What follows belongs to an exercise in optimizing a design on an open flow for small area, a short achievable clock period and few clock cycles; a production flow would make more cautious choices.
The RTL of this run was laid out without a check of its function.
Power and IR drop assume default switching activity.

## flow/run.sh

```bash
#!/bin/bash
# synth_recipe.tcl (not shown) runs the flow's synth.tcl, then flattens the netlist and writes it again
# the make line also repeats each setting of config.mk as NAME=value (left out here)
make -C /OpenROAD-flow-scripts/flow DESIGN_CONFIG=/design/flow/config.mk WORK_HOME=/design/flow/orfs CLKGATE_MAP_FILE= SYNTH_SCRIPT=/design/flow/synth_recipe.tcl finish
```

## flow/config.mk

```make
export PLATFORM = sky130hd
export DESIGN_NAME = hce
export DESIGN_NICKNAME = hce
export VERILOG_FILES = /design/flow/design.v
export SDC_FILE = /design/flow/constraint.sdc
export NUM_CORES = 4
export LEC_CHECK = 0
export CAP_MARGIN = 20
export CORE_MARGIN = 2
export CORE_UTILIZATION = 40
export PLACE_DENSITY = 0.6
export SLEW_MARGIN = 20
export SYNTH_MEMORY_MAX_BITS = 16384
```

## flow/constraint.sdc

```tcl
create_clock -name core_clock -period 20.0 [get_ports {clk}]
set_input_delay 4.0000 -clock core_clock [delete_from_list [all_inputs] [get_ports {clk}]]
set_output_delay 4.0000 -clock core_clock [all_outputs]
set_load 0.01 [all_outputs]
```

## flow/design.v

```verilog
module hce_sin_quarter (
    input  wire [8:0] a,
    output reg  [14:0] q
);
    always @(*) begin
        case (a)
            9'd0: q = 15'd0;
            9'd1: q = 15'd201;
            9'd2: q = 15'd402;
            9'd3: q = 15'd603;
            9'd4: q = 15'd804;
            9'd5: q = 15'd1005;
            9'd6: q = 15'd1206;
            9'd7: q = 15'd1407;
            9'd8: q = 15'd1608;
            9'd9: q = 15'd1809;
            9'd10: q = 15'd2009;
            9'd11: q = 15'd2210;
            9'd12: q = 15'd2410;
            9'd13: q = 15'd2611;
            9'd14: q = 15'd2811;
            9'd15: q = 15'd3012;
            9'd16: q = 15'd3212;
            9'd17: q = 15'd3412;
            9'd18: q = 15'd3612;
            9'd19: q = 15'd3811;
            9'd20: q = 15'd4011;
            9'd21: q = 15'd4210;
            9'd22: q = 15'd4410;
            9'd23: q = 15'd4609;
            9'd24: q = 15'd4808;
            9'd25: q = 15'd5007;
            9'd26: q = 15'd5205;
            9'd27: q = 15'd5404;
            9'd28: q = 15'd5602;
            9'd29: q = 15'd5800;
            9'd30: q = 15'd5998;
            9'd31: q = 15'd6195;
            9'd32: q = 15'd6393;
            9'd33: q = 15'd6590;
            9'd34: q = 15'd6786;
            9'd35: q = 15'd6983;
            9'd36: q = 15'd7179;
            9'd37: q = 15'd7375;
            9'd38: q = 15'd7571;
            9'd39: q = 15'd7767;
            9'd40: q = 15'd7962;
            9'd41: q = 15'd8157;
            9'd42: q = 15'd8351;
            9'd43: q = 15'd8545;
            9'd44: q = 15'd8739;
            9'd45: q = 15'd8933;
            9'd46: q = 15'd9126;
            9'd47: q = 15'd9319;
            9'd48: q = 15'd9512;
            9'd49: q = 15'd9704;
            9'd50: q = 15'd9896;
            9'd51: q = 15'd10087;
            9'd52: q = 15'd10278;
            9'd53: q = 15'd10469;
            9'd54: q = 15'd10659;
            9'd55: q = 15'd10849;
            9'd56: q = 15'd11039;
            9'd57: q = 15'd11228;
            9'd58: q = 15'd11417;
            9'd59: q = 15'd11605;
            9'd60: q = 15'd11793;
            9'd61: q = 15'd11980;
            9'd62: q = 15'd12167;
            9'd63: q = 15'd12353;
            9'd64: q = 15'd12539;
            9'd65: q = 15'd12725;
            9'd66: q = 15'd12910;
            9'd67: q = 15'd13094;
            9'd68: q = 15'd13279;
            9'd69: q = 15'd13462;
            9'd70: q = 15'd13645;
            9'd71: q = 15'd13828;
            9'd72: q = 15'd14010;
            9'd73: q = 15'd14191;
            9'd74: q = 15'd14372;
            9'd75: q = 15'd14553;
            9'd76: q = 15'd14732;
            9'd77: q = 15'd14912;
            9'd78: q = 15'd15090;
            9'd79: q = 15'd15269;
            9'd80: q = 15'd15446;
            9'd81: q = 15'd15623;
            9'd82: q = 15'd15800;
            9'd83: q = 15'd15976;
            9'd84: q = 15'd16151;
            9'd85: q = 15'd16325;
            9'd86: q = 15'd16499;
            9'd87: q = 15'd16673;
            9'd88: q = 15'd16846;
            9'd89: q = 15'd17018;
            9'd90: q = 15'd17189;
            9'd91: q = 15'd17360;
            9'd92: q = 15'd17530;
            9'd93: q = 15'd17700;
            9'd94: q = 15'd17869;
            9'd95: q = 15'd18037;
            9'd96: q = 15'd18204;
            9'd97: q = 15'd18371;
            9'd98: q = 15'd18537;
            9'd99: q = 15'd18703;
            9'd100: q = 15'd18868;
            9'd101: q = 15'd19032;
            9'd102: q = 15'd19195;
            9'd103: q = 15'd19357;
            9'd104: q = 15'd19519;
            9'd105: q = 15'd19680;
            9'd106: q = 15'd19841;
            9'd107: q = 15'd20000;
            9'd108: q = 15'd20159;
            9'd109: q = 15'd20317;
            9'd110: q = 15'd20475;
            9'd111: q = 15'd20631;
            9'd112: q = 15'd20787;
            9'd113: q = 15'd20942;
            9'd114: q = 15'd21096;
            9'd115: q = 15'd21250;
            9'd116: q = 15'd21403;
            9'd117: q = 15'd21554;
            9'd118: q = 15'd21705;
            9'd119: q = 15'd21856;
            9'd120: q = 15'd22005;
            9'd121: q = 15'd22154;
            9'd122: q = 15'd22301;
            9'd123: q = 15'd22448;
            9'd124: q = 15'd22594;
            9'd125: q = 15'd22739;
            9'd126: q = 15'd22884;
            9'd127: q = 15'd23027;
            9'd128: q = 15'd23170;
            9'd129: q = 15'd23311;
            9'd130: q = 15'd23452;
            9'd131: q = 15'd23592;
            9'd132: q = 15'd23731;
            9'd133: q = 15'd23870;
            9'd134: q = 15'd24007;
            9'd135: q = 15'd24143;
            9'd136: q = 15'd24279;
            9'd137: q = 15'd24413;
            9'd138: q = 15'd24547;
            9'd139: q = 15'd24680;
            9'd140: q = 15'd24811;
            9'd141: q = 15'd24942;
            9'd142: q = 15'd25072;
            9'd143: q = 15'd25201;
            9'd144: q = 15'd25329;
            9'd145: q = 15'd25456;
            9'd146: q = 15'd25582;
            9'd147: q = 15'd25708;
            9'd148: q = 15'd25832;
            9'd149: q = 15'd25955;
            9'd150: q = 15'd26077;
            9'd151: q = 15'd26198;
            9'd152: q = 15'd26319;
            9'd153: q = 15'd26438;
            9'd154: q = 15'd26556;
            9'd155: q = 15'd26674;
            9'd156: q = 15'd26790;
            9'd157: q = 15'd26905;
            9'd158: q = 15'd27019;
            9'd159: q = 15'd27133;
            9'd160: q = 15'd27245;
            9'd161: q = 15'd27356;
            9'd162: q = 15'd27466;
            9'd163: q = 15'd27575;
            9'd164: q = 15'd27683;
            9'd165: q = 15'd27790;
            9'd166: q = 15'd27896;
            9'd167: q = 15'd28001;
            9'd168: q = 15'd28105;
            9'd169: q = 15'd28208;
            9'd170: q = 15'd28310;
            9'd171: q = 15'd28411;
            9'd172: q = 15'd28510;
            9'd173: q = 15'd28609;
            9'd174: q = 15'd28706;
            9'd175: q = 15'd28803;
            9'd176: q = 15'd28898;
            9'd177: q = 15'd28992;
            9'd178: q = 15'd29085;
            9'd179: q = 15'd29177;
            9'd180: q = 15'd29268;
            9'd181: q = 15'd29358;
            9'd182: q = 15'd29447;
            9'd183: q = 15'd29534;
            9'd184: q = 15'd29621;
            9'd185: q = 15'd29706;
            9'd186: q = 15'd29791;
            9'd187: q = 15'd29874;
            9'd188: q = 15'd29956;
            9'd189: q = 15'd30037;
            9'd190: q = 15'd30117;
            9'd191: q = 15'd30195;
            9'd192: q = 15'd30273;
            9'd193: q = 15'd30349;
            9'd194: q = 15'd30424;
            9'd195: q = 15'd30498;
            9'd196: q = 15'd30571;
            9'd197: q = 15'd30643;
            9'd198: q = 15'd30714;
            9'd199: q = 15'd30783;
            9'd200: q = 15'd30852;
            9'd201: q = 15'd30919;
            9'd202: q = 15'd30985;
            9'd203: q = 15'd31050;
            9'd204: q = 15'd31113;
            9'd205: q = 15'd31176;
            9'd206: q = 15'd31237;
            9'd207: q = 15'd31297;
            9'd208: q = 15'd31356;
            9'd209: q = 15'd31414;
            9'd210: q = 15'd31470;
            9'd211: q = 15'd31526;
            9'd212: q = 15'd31580;
            9'd213: q = 15'd31633;
            9'd214: q = 15'd31685;
            9'd215: q = 15'd31736;
            9'd216: q = 15'd31785;
            9'd217: q = 15'd31833;
            9'd218: q = 15'd31880;
            9'd219: q = 15'd31926;
            9'd220: q = 15'd31971;
            9'd221: q = 15'd32014;
            9'd222: q = 15'd32057;
            9'd223: q = 15'd32098;
            9'd224: q = 15'd32137;
            9'd225: q = 15'd32176;
            9'd226: q = 15'd32213;
            9'd227: q = 15'd32250;
            9'd228: q = 15'd32285;
            9'd229: q = 15'd32318;
            9'd230: q = 15'd32351;
            9'd231: q = 15'd32382;
            9'd232: q = 15'd32412;
            9'd233: q = 15'd32441;
            9'd234: q = 15'd32469;
            9'd235: q = 15'd32495;
            9'd236: q = 15'd32521;
            9'd237: q = 15'd32545;
            9'd238: q = 15'd32567;
            9'd239: q = 15'd32589;
            9'd240: q = 15'd32609;
            9'd241: q = 15'd32628;
            9'd242: q = 15'd32646;
            9'd243: q = 15'd32663;
            9'd244: q = 15'd32678;
            9'd245: q = 15'd32692;
            9'd246: q = 15'd32705;
            9'd247: q = 15'd32717;
            9'd248: q = 15'd32728;
            9'd249: q = 15'd32737;
            9'd250: q = 15'd32745;
            9'd251: q = 15'd32752;
            9'd252: q = 15'd32757;
            9'd253: q = 15'd32761;
            9'd254: q = 15'd32765;
            9'd255: q = 15'd32766;
            9'd256: q = 15'd32767;
            default: q = 15'd0;
        endcase
    end
endmodule
module hce_sinq #(
    parameter W = 10
) (
    input  wire [W-1:0]      a,
    output wire signed [16:0] s
);
    localparam Q = 1 << (W - 2);
    wire [1:0]   quad = a[W-1:W-2];
    wire [W-3:0] off  = a[W-3:0];
    wire [W-2:0] idx  = quad[0] ? (Q[W-2:0] - {1'b0, off}) : {1'b0, off};
    wire [14:0]  mag;
    hce_sin_quarter u_tab (
        .a(idx),
        .q(mag)
    );
    assign s = quad[1] ? -$signed({2'b00, mag}) : $signed({2'b00, mag});
endmodule
module hce_div (
    input  wire        clk,
    input  wire        rst,
    input  wire        start,
    input  wire [63:0] num,
    input  wire [47:0] den,
    output reg         done,
    output wire [63:0] quo
);
    reg        busy;
    reg [6:0]  cnt;
    reg [47:0] rem;
    reg [63:0] q;
    reg [47:0] d;
    wire [48:0] shifted = {rem, q[63]};
    wire [49:0] trial   = {1'b0, shifted} - {2'b00, d};
    wire        fits    = ~trial[49];
    assign quo = q;
    always @(posedge clk) begin
        done <= 1'b0;
        if (rst) begin
            busy <= 1'b0;
            cnt  <= 7'd0;
        end else if (start) begin
            busy <= 1'b1;
            cnt  <= 7'd64;
            rem  <= 48'd0;
            q    <= num;
            d    <= den;
        end else if (busy) begin
            rem <= fits ? trial[47:0] : shifted[47:0];
            q   <= {q[62:0], fits};
            cnt <= cnt - 7'd1;
            if (cnt == 7'd1) begin
                busy <= 1'b0;
                done <= 1'b1;
            end
        end
    end
endmodule
module hce (
    input  wire        clk,
    input  wire        rst,
    input  wire        bus_wr,
    input  wire        bus_rd,
    input  wire [7:0]  bus_addr,
    input  wire [31:0] bus_wdata,
    output reg  [31:0] bus_rdata,
    output wire        bus_err,
    output wire        out_valid,
    input  wire        out_ready,
    output wire [15:0] out_data,
    output wire        out_last,
    output wire        irq
);
    localparam [31:0] FE   = 32'd16;
    localparam [31:0] BW   = 32'd4;
    localparam [31:0] T    = 32'd8;
    localparam        LOGT = 3;
    localparam        NW   = 6 * 8;             
    localparam        SW   = 10;                
    localparam [31:0] LF   = 32 * T;            
    localparam [5:0]  A_LOW  = 4 * 8;           
    localparam [5:0]  A_HIGH = 5 * 8;           
    localparam [2:0] S_IDLE = 3'd0, S_BUSY = 3'd1, S_STREAM = 3'd2, S_DONE = 3'd3, S_ERROR = 3'd4;
    localparam [3:0] OP_NOP = 4'd0, OP_ENCODE = 4'd1, OP_SYNTH = 4'd2, OP_START = 4'd3,
                     OP_ABORT = 4'd4, OP_CLEAR = 4'd5;
    localparam [2:0] P_ENC = 3'd0, P_SYN = 3'd1, P_CHK = 3'd2, P_GDIV = 3'd3, P_GWAIT = 3'd4,
                     P_NDIV = 3'd5, P_NWAIT = 3'd6;
    reg [2:0]  state;
    reg [3:0]  lastcmd;
    reg        code_valid, wave_valid, rej, aborted;
    reg [7:0]  errcode;
    reg [3:0]  errcmd;
    reg [1:0]  ien;
    reg [31:0] mode, fc, interval, duration, volume, waddr;
    reg [19:0] msg;
    reg [26:0] code;
    reg [31:0] nrep, nsamp, pos;
    reg [31:0] peak_sync, peak_low, peak_high;
    reg [31:0] wram [0:NW-1];
    reg [2:0]  phase;
    reg [5:0]  widx;               
    reg [SW-1:0] acc;              
    reg [31:0] pk_sync, pk_low, pk_high;
    reg [31:0] gap;                
    reg [31:0] jj;                 
    reg        smp_valid, smp_busy;
    reg [15:0] smp_data;
    reg        smp_neg;
    function [26:0] ham20;
        input [19:0] d;
        reg [24:0] c;
        integer p, k, i;
        begin
            k = 0;
            c = 25'd0;
            for (p = 1; p <= 25; p = p + 1) begin
                if (p != 1 && p != 2 && p != 4 && p != 8 && p != 16) begin
                    c[p-1] = d[k];
                    k = k + 1;
                end
            end
            for (i = 0; i < 5; i = i + 1) begin
                for (p = 1; p <= 25; p = p + 1) begin
                    if (((p >> i) & 1) == 1 && p != (1 << i))
                        c[(1 << i) - 1] = c[(1 << i) - 1] ^ c[p-1];
                end
            end
            ham20 = {c[0] ^ c[8] ^ c[16] ^ c[24],
                     c[0] ^ c[4] ^ c[8] ^ c[12] ^ c[16] ^ c[20] ^ c[24],
                     c};
        end
    endfunction
    wire [26:0] code_calc = ham20(msg);
    wire        in_sync = (widx < 4 * T);
    wire        in_low  = !in_sync && (widx < 5 * T);
    wire [5:0]  si      = in_sync ? widx : (in_low ? widx - 4 * T : widx - 5 * T);
    wire [31:0] dlen    = in_sync ? 4 * T : T;           
    wire [31:0] lt      = dlen >> 2;                     
    wire [31:0] sweep   = BW * ({26'd0, si, 1'b0} + 32'd1 - dlen);
    wire [31:0] carrier = in_sync ? {fc[25:0], 6'd0} : {fc[27:0], 4'd0};    
    wire [31:0] delta   = (in_low ? -sweep : sweep) + carrier;
    wire [SW-1:0] dstep = in_sync ? delta[SW-1:0] : {delta[SW-3:0], 2'b00};
    wire [SW-1:0] acc_n = (si == 6'd0 ? {SW{1'b0}} : acc) + dstep;
    wire        w_head  = ({26'd0, si} < lt);
    wire        w_tail  = ({26'd0, si} >= dlen - lt);
    wire [31:0] wk      = w_head ? {26'd0, si} : (dlen - 32'd1 - {26'd0, si});
    wire [31:0] wph     = in_sync ? {(2 * wk + lt), 5'd0} : {(2 * wk + lt), 7'd0};
    wire signed [16:0] raw, wsin;
    hce_sinq #(.W(SW)) u_sin_raw (.a(acc_n),         .s(raw));
    hce_sinq #(.W(SW)) u_sin_win (.a(wph[SW-1:0]),   .s(wsin));
    wire [16:0] rise   = 17'sd32767 - wsin;
    wire [16:0] w16    = (w_head || w_tail) ? rise : 17'd65534;
    wire signed [33:0] sh_full = raw * $signed({1'b0, w16});
    wire [31:0] sh     = sh_full[31:0];
    wire [31:0] sh_abs = sh[31] ? -sh : sh;
    reg         div_start;
    reg  [63:0] div_num;
    reg  [47:0] div_den;
    wire        div_done;
    wire [63:0] div_quo;
    hce_div u_div (
        .clk(clk), .rst(rst), .start(div_start), .num(div_num), .den(div_den),
        .done(div_done), .quo(div_quo)
    );
    wire        a_silent = (jj < T) || (jj >= LF);
    wire        a_sync   = (jj < 5 * T);
    wire [31:0] a_off    = jj - 5 * T;
    wire [4:0]  a_bit    = a_off[LOGT+4:LOGT];
    wire [LOGT-1:0] a_i  = a_off[LOGT-1:0];
    wire        a_one    = code[a_bit];
    wire [5:0]  a_addr   = a_sync ? (jj[5:0] - T[5:0]) :
                           (a_one ? A_HIGH + {3'd0, a_i} : A_LOW + {3'd0, a_i});
    wire [31:0] a_pk     = a_sync ? peak_sync : (a_one ? peak_high : peak_low);
    wire [31:0] a_sh     = wram[a_addr];
    wire [31:0] a_abs    = a_sh[31] ? -a_sh : a_sh;
    wire [30:0] q_vk     = volume[15:0] * 15'd32767;
    wire [61:0] q_n      = q_vk * a_abs[30:0];
    wire [47:0] q_d      = {a_pk, 16'd0} - {16'd0, a_pk};
    assign bus_err = (bus_wr || bus_rd) && ((bus_addr[1:0] != 2'b00) || (bus_addr > 8'h54));
    wire   wr_ok   = bus_wr && !bus_err;
    wire   emit    = out_valid && out_ready;
    wire   emit_last = emit && out_last;
    assign out_valid = (state == S_STREAM) && smp_valid;
    assign out_data  = smp_data;
    assign out_last  = (pos == nsamp - 32'd1);
    assign irq       = (ien[0] && state == S_DONE) || (ien[1] && state == S_ERROR);
    always @(*) begin
        case (bus_addr)
            8'h04:   bus_rdata = {20'd0, lastcmd, aborted, rej, wave_valid, code_valid, 1'b0, state};
            8'h08:   bus_rdata = {20'd0, errcmd, errcode};
            8'h0C:   bus_rdata = {30'd0, ien};
            8'h10:   bus_rdata = mode;
            8'h14:   bus_rdata = {12'd0, msg};
            8'h18:   bus_rdata = fc;
            8'h1C:   bus_rdata = interval;
            8'h20:   bus_rdata = duration;
            8'h24:   bus_rdata = volume;
            8'h28:   bus_rdata = {5'd0, code};
            8'h2C:   bus_rdata = nrep;
            8'h30:   bus_rdata = nsamp;
            8'h34:   bus_rdata = pos;
            8'h38:   bus_rdata = peak_sync;
            8'h3C:   bus_rdata = peak_low;
            8'h40:   bus_rdata = peak_high;
            8'h44:   bus_rdata = waddr;
            8'h48:   bus_rdata = (wave_valid && waddr < NW) ? wram[waddr[5:0]] : 32'd0;
            8'h4C:   bus_rdata = FE;
            8'h50:   bus_rdata = BW;
            8'h54:   bus_rdata = T;
            default: bus_rdata = 32'd0;
        endcase
    end
    reg [2:0] st;        
    reg [3:0] op;
    always @(posedge clk) begin
        if (rst) begin
            state      <= S_IDLE;
            lastcmd    <= 4'd0;
            code_valid <= 1'b0;
            wave_valid <= 1'b0;
            rej        <= 1'b0;
            aborted    <= 1'b0;
            errcode    <= 8'd0;
            errcmd     <= 4'd0;
            ien        <= 2'd0;
            mode       <= 32'd0;
            msg        <= 20'd0;
            fc         <= 32'd19500;
            interval   <= 32'd500;
            duration   <= 32'd30000;
            volume     <= 32'd52428;
            waddr      <= 32'd0;
            code       <= 27'd0;
            nrep       <= 32'd0;
            nsamp      <= 32'd0;
            pos        <= 32'd0;
            peak_sync  <= 32'd0;
            peak_low   <= 32'd0;
            peak_high  <= 32'd0;
            phase      <= P_ENC;
            widx       <= 6'd0;
            smp_valid  <= 1'b0;
            smp_busy   <= 1'b0;
            div_start  <= 1'b0;
        end else begin
            st = state;
            div_start <= 1'b0;
            case (state)
            S_BUSY: begin
                case (phase)
                P_ENC: begin                           
                    code       <= code_calc;
                    code_valid <= 1'b1;
                    st = S_DONE;
                end
                P_SYN: begin                           
                    wram[widx] <= sh;
                    acc        <= acc_n;
                    if (in_sync) begin
                        if (si == 6'd0 || sh_abs > pk_sync) pk_sync <= sh_abs;
                    end else if (in_low) begin
                        if (si == 6'd0 || sh_abs > pk_low) pk_low <= sh_abs;
                    end else begin
                        if (si == 6'd0 || sh_abs > pk_high) pk_high <= sh_abs;
                    end
                    widx <= widx + 6'd1;
                    if (widx == NW - 1) phase <= P_CHK;
                end
                P_CHK: begin
                    if (pk_sync == 32'd0 || pk_low == 32'd0 || pk_high == 32'd0) begin
                        errcode <= 8'h22;
                        errcmd  <= lastcmd;
                        st = S_ERROR;
                    end else if (lastcmd == OP_SYNTH) begin
                        peak_sync  <= pk_sync;
                        peak_low   <= pk_low;
                        peak_high  <= pk_high;
                        wave_valid <= 1'b1;
                        st = S_DONE;
                    end else begin
                        phase <= P_GDIV;
                    end
                end
                P_GDIV: begin                          
                    div_num   <= {28'd0, interval, 4'd0};
                    div_den   <= 48'd1000;
                    div_start <= 1'b1;
                    phase     <= P_GWAIT;
                end
                P_GWAIT: begin
                    if (div_done) begin
                        gap   <= div_quo[31:0];
                        phase <= P_NDIV;
                    end
                end
                P_NDIV: begin                          
                    div_num   <= {28'd0, duration, 4'd0};
                    div_den   <= 48'd1000 * LF + {12'd0, interval, 4'd0};
                    div_start <= 1'b1;
                    phase     <= P_NWAIT;
                end
                P_NWAIT: begin
                    if (div_done) begin
                        if (div_quo == 64'd0) begin
                            errcode <= 8'h23;
                            errcmd  <= lastcmd;
                            st = S_ERROR;
                        end else begin
                            code       <= code_calc;
                            code_valid <= 1'b1;
                            peak_sync  <= pk_sync;
                            peak_low   <= pk_low;
                            peak_high  <= pk_high;
                            wave_valid <= 1'b1;
                            nrep       <= div_quo[31:0];
                            nsamp      <= div_quo[17:0] * (LF[27:0] + gap[27:0]);
                            pos        <= 32'd0;
                            jj         <= 32'd0;
                            smp_valid  <= 1'b0;
                            smp_busy   <= 1'b0;
                            st = S_STREAM;
                        end
                    end
                end
                default: ;
                endcase
            end
            S_STREAM: begin
                if (emit) begin
                    pos       <= pos + 32'd1;
                    jj        <= (jj + 32'd1 == LF + gap) ? 32'd0 : jj + 32'd1;
                    smp_valid <= 1'b0;
                    if (out_last) st = S_DONE;
                end else if (!smp_valid && !smp_busy) begin
                    if (a_silent) begin
                        smp_data  <= 16'd0;
                        smp_valid <= 1'b1;
                    end else begin
                        div_num   <= {1'b0, q_n, 1'b0} + {16'd0, q_d};
                        div_den   <= {q_d[46:0], 1'b0};
                        div_start <= 1'b1;
                        smp_neg   <= a_sh[31];
                        smp_busy  <= 1'b1;
                    end
                end else if (smp_busy && div_done) begin
                    smp_data  <= smp_neg ? -div_quo[15:0] : div_quo[15:0];
                    smp_valid <= 1'b1;
                    smp_busy  <= 1'b0;
                end
            end
            default: ;
            endcase
            if (wr_ok) begin
                case (bus_addr)
                8'h00: begin
                    op = bus_wdata[3:0];
                    if (bus_wdata[31:4] != 28'd0 || op > OP_CLEAR) begin
                        rej <= 1'b1;                               
                    end else if (op == OP_ENCODE || op == OP_SYNTH || op == OP_START) begin
                        if (st == S_IDLE || st == S_DONE) begin
                            code       <= 27'd0;
                            nrep       <= 32'd0;
                            nsamp      <= 32'd0;
                            pos        <= 32'd0;
                            peak_sync  <= 32'd0;
                            peak_low   <= 32'd0;
                            peak_high  <= 32'd0;
                            code_valid <= 1'b0;
                            wave_valid <= 1'b0;
                            aborted    <= 1'b0;
                            lastcmd    <= op;
                            if (mode != 32'd0) begin
                                errcode <= 8'h12;
                                errcmd  <= op;
                                st = S_ERROR;
                            end else if (op == OP_START && volume > 32'd65535) begin
                                errcode <= 8'h11;
                                errcmd  <= op;
                                st = S_ERROR;
                            end else begin
                                phase <= (op == OP_ENCODE) ? P_ENC : P_SYN;
                                widx  <= 6'd0;
                                st = S_BUSY;
                            end
                        end else begin
                            rej <= 1'b1;
                        end
                    end else if (op == OP_ABORT) begin
                        if (st == S_BUSY || st == S_STREAM) begin
                            aborted    <= 1'b1;
                            code       <= 27'd0;
                            nrep       <= 32'd0;
                            nsamp      <= 32'd0;
                            pos        <= 32'd0;
                            peak_sync  <= 32'd0;
                            peak_low   <= 32'd0;
                            peak_high  <= 32'd0;
                            code_valid <= 1'b0;
                            wave_valid <= 1'b0;
                            st = S_IDLE;
                        end
                    end else if (op == OP_CLEAR) begin
                        if (st == S_BUSY || st == S_STREAM) begin
                            rej <= 1'b1;
                        end else begin
                            errcode <= 8'd0;
                            errcmd  <= 4'd0;
                            rej     <= 1'b0;
                            aborted <= 1'b0;
                            st = S_IDLE;
                        end
                    end
                end
                8'h0C: ien   <= bus_wdata[1:0];
                8'h44: waddr <= bus_wdata;
                8'h10, 8'h14, 8'h18, 8'h1C, 8'h20, 8'h24: begin
                    if (st == S_BUSY || st == S_STREAM) begin
                        rej <= 1'b1;
                    end else begin
                        case (bus_addr)
                        8'h10: mode     <= bus_wdata;
                        8'h14: msg      <= bus_wdata[19:0];
                        8'h18: fc       <= bus_wdata;
                        8'h1C: interval <= bus_wdata;
                        8'h20: duration <= bus_wdata;
                        default: volume <= bus_wdata;
                        endcase
                    end
                end
                default: ;
                endcase
            end
            state <= st;
        end
    end
endmodule
```

==> out/qor.txt <==
Sort of element at the start of the critical path = flop
Final period demand of the worst path = 18.92 ns
Number of hold violations in the final report = 0
NumNets Final = 18800
Number of instances in the synthesized netlist = 16600
Number of remaining DRC errors = 0
Fraction of the yosys area taken by sequential cells = 0.371
Utilization of the core after routing = 0.441
Die height = 688 µm
Most frequently used flop master after synthesis = sky130_fd_sc_hd__edfxtp_1
Clock insertion delay at the later pin of the skew report = 0.97 ns
Number of buffer cells added on primary ports = 96
Worst min-delay path category = reg -> reg
Worst R2R End = pk_sync[19]$_DFFE_PP_
Iter 0 DRT Violations = 16500
Launch instance of the worst min-delay path = div_den[41]$_SDFFCE_PN0P_
Crit path launch = widx[3]$_SDFF_PP0_
Total I/O pin count = 97
Crit-path slowest cell = sky130_fd_sc_hd__a2111oi_0
Antenna Nets Post-Route = 0
Final global-route overflow total = 0
Worst clock skew on the final layout = 0.0963 ns
Cell area reported after detailed placement = 0.197 mm²
Maxcap violations = 0
Number of fillers in the final layout = 43300
Post-detailed-routing wire length = 654000 µm
Root buffer selected by CTS = sky130_fd_sc_hd__clkbuf_16
First-pass iteration count of the detailed router = 6
Share of the synthesized area in the top cell type = 0.320
Clock edge transition at the registers on the reported setup and hold paths = 0.06 ns
Max-slew headroom = 0.106
Mean area per synthesized cell = 11.3 µm²
Number of antenna violations at the first check in global routing = 47
GP Congestion = 0.996
Area growth from synthesis to layout = 9.89%
Setup repair after global routing missed its margin = no
Static leakage = 79.0 nW
Peak per-stage delay on the critical path = 0.99 ns
Post-detailed-route via-to-cell ratio = 5.99
Number of flip-flops and latches in the synthesized netlist = 2475
Crit Path Category = reg -> reg
Die area = 0.474 mm²
Buffers inserted by post-CTS timing repair = 0
Outcome = timing/DRC/antenna clean
Detailed placer's ending HPWL = 453000 µm
Most frequent CP cell = sky130_fd_sc_hd__ha_1
Period Utilization, post-route = 0.946
Clock Sink Count = 2475
Worst Path Arrival = 19.47 ns
Number of endpoints failing setup at the final stage = 0
Required time at the endpoint of the critical path = 20.55 ns
Beginning of the worst register-to-register path = widx[3]$_SDFF_PP0_
Setup slack on the worst flop-to-flop path = 1.08 ns
Synthesis Warnings = 3
Capturing element type of the critical path = flop
Top area cells in the synthesized netlist = sky130_fd_sc_hd__edfxtp_1 (32%), sky130_fd_sc_hd__fa_1 (16%), sky130_fd_sc_hd__mux4_2 (11%)
Peak Freq = 52.9 MHz
EDFF count, synth = 1992
Synthesized net count = 19000
Wire length of the first global-routing pass = 950000 µm
Endpoint of the worst setup timing path = pk_sync[19]$_DFFE_PP_
Pins Over Slew Limit = 0
CTS max path bufs = 4
Mean routed wirelength per cell = 28.6 µm
Highest fanout seen on the critical path = 26
Ratio of total power to cell area = 126 mW/mm²
Total global routing track utilization = 0.273
Post-synth cell types = 129
R2R cell count = 65
Effective utilization at floorplan = 0.401
Via count of the first global-routing pass = 135000
Ys async rst share = 0
TritonCTS clock tree = done
Largest net degree at the start of global routing = 118
Least-Margin Pin Slew = 1.33 ns
Maximum level of the CTS H-tree = 5
Worst vdd rail ir drop = 0.000642 V
Routed vias = 137000
Share of layout cells above drive strength 1 = 0.133
Floorplan Core Area = 0.467 mm²
Cell type contributing the most total cell area after synthesis = sky130_fd_sc_hd__edfxtp_1
CTS Buf Count = 274
Total power = 26.0 mW
Post-route cell area = 0.206 mm²
Top cells by count, synth = sky130_fd_sc_hd__nand2_1 (2414), sky130_fd_sc_hd__edfxtp_1 (1992), sky130_fd_sc_hd__inv_1 (1907)
Die span in x = 688 µm
Leading cell type by number of instances after synthesis = sky130_fd_sc_hd__nand2_1
Row Count = 251
Summed instance area of the synthesized netlist = 0.187 mm²
Sum of negative setup slack = 0 ns
[cells in the final DEF, fill, tap and decap left out, drive strengths merged, types with 47 or more instances in the layout]
cell | Yosys | layout
o31ai | 49 | 49
nand2 | 2416 | 2416
xnor2 | 414 | 414
xor2 | 215 | 215
a21o | 134 | 134
a31oi | 72 | 72
clkinv | 4 | 87
buf | 343 | 454
clkdlybuf4s50 | 0 | 95
ha | 787 | 787
mux4 | 941 | 941
fa | 1507 | 1507
inv | 1918 | 1933
nand2b | 149 | 149
nand4 | 108 | 108
nor2 | 834 | 834
o21ai | 450 | 450
a21oi | 831 | 831
nand3 | 250 | 250
a211oi | 82 | 82
mux2i | 205 | 205
mux2 | 81 | 81
clkbuf | 657 | 356
a22o | 57 | 57
or3 | 51 | 51
edfxtp | 1992 | 1992
nor3 | 158 | 158
o211ai | 76 | 76
and2 | 269 | 269
nor4 | 109 | 109
dfxtp | 483 | 483
a221oi | 55 | 55
or2 | 47 | 47
a22oi | 134 | 134
nor2b | 165 | 165
and3 | 74 | 74
[cell type report]
| cell class | instances | area [µm²] | area share |
|---|---|---|---|
| Sequential cell | 2475 | 69500 | 0.338 |
| Antenna cell | 15 | 37.5 | 0.000182 |
| Tap cell | 6198 | 7750 | 0.0377 |
| Clock buffer | 355 | 7470 | 0.0363 |
| Multi-Input combinational cell | 11200 | 108000 | 0.524 |
| Clock inverter | 126 | 1260 | 0.00615 |
| Inverter | 1922 | 7210 | 0.0351 |
| Timing Repair Buffer | 550 | 4600 | 0.0224 |
[timing repair]
action / 4_1_cts / 5_1_grt
hold buffers: 0 / 0
setup endpoints to repair: 0 / 96
gates resized for setup: 0 / 12
[where the power goes]
part | leakage, nW | switching (mW) | internal [mW] | total (mW)
clock | 4.25 | 2.18 | 2.88 | 5.06
sequential | 22.3 | 0.000155 | 5.48 | 5.48
combinational | 52.4 | 9.65 | 5.78 | 15.4
[cell families after synthesis]
group | count (synthesis) | synth area share
buffers and inverters | 2923 | 0.0615
and+or+nand+nor | 4747 | 0.115
DFF | 2475 | 0.371
adders and majority gates | 2294 | 0.214
muxes | 1227 | 0.129
AOI/OAI and AO/OA | 2337 | 0.0799
xor gates and xnor gates | 631 | 0.0299
[sequential cells by signal, indices dropped and copies added, names as in the netlist, 47 cells and up, named ones only]
signal and cells:
wram 1536, div_num 63, div_den 47, u_div.d 47
u_div.q 64, u_div.rem 48
[worst min path at each step]
stage,end,slack (ns),depth (start not counted)
6_report,u_div.d[41]$_DFFE_PP_,0.41,0
5_1_grt,u_div.d[41]$_DFFE_PP_,0.41,0
3_3_place_gp,u_div.d[43]$_DFFE_PP_,0.40,0
3_5_place_dp,u_div.d[11]$_DFFE_PP_,0.40,0
2_1_floorplan,u_div.d[10]$_DFFE_PP_,0.40,0
4_1_cts,u_div.d[41]$_DFFE_PP_,0.41,0
[routing by layer]
layer / GRT usage / vias up / wire [µm] / part of all wire
met5: 0 / - / 139 / 0.00021
met4: 0.122 / 22 / 34900 / 0.053
met3: 0.0567 / 1502 / 67900 / 0.10
met2: 0.419 / 7591 / 291000 / 0.45
met1: 0.373 / 70100 / 260000 / 0.40
li1: - / 57700 / - / -
[critical path: cells and delay by family (launching register included)]
family	cells	cell delay, ns
AND/OR/NAND/NOR	14	2.70
adder cells (fa/ha/maj)	14	5.73
XOR/XNOR	6	2.18
buffers and inverters	12	2.24
AO/OA/AOI/OAI	19	5.03
flip-flops	1	0.57
[stage by stage]
stage	hold slack [ns]	worst slack (ns)	std cells
floorplan	0.400	0.605	16600
global placement	0.400	0.398	22400
detailed placement	0.405	0.621	22400
CTS	0.412	0.502	22900
global route	0.412	0.0370	22900
finish	0.411	1.08	22900

-- what the ideal ports hide --
The flow's constraints put no driver on any port. The routed layout listed below was extracted and timed again, unchanged, in two steps.
Step 1: set_driving_cell puts a clkbuf_16 on clk and a buf_2 on each other input, an assumption about the parent block.
Step 2 also shifts input and output timing later by t, the mid clock arrival at the registers, as if the neighbouring blocks saw the same clock.
Three values: ideal ports, drivers, drivers and shift; two values: the first two.
shift t [ns]: 1.034
setup WS [ns]: 1.082 / 1.082 / 1.082
worst slew at a driven data input, ns: 0.19
cell pins on the clock port's net: 1
After both steps setup and hold are still met in this run. The setup slack of this run moves by 0.000 ns with the drivers and by 0.000 ns with both steps.
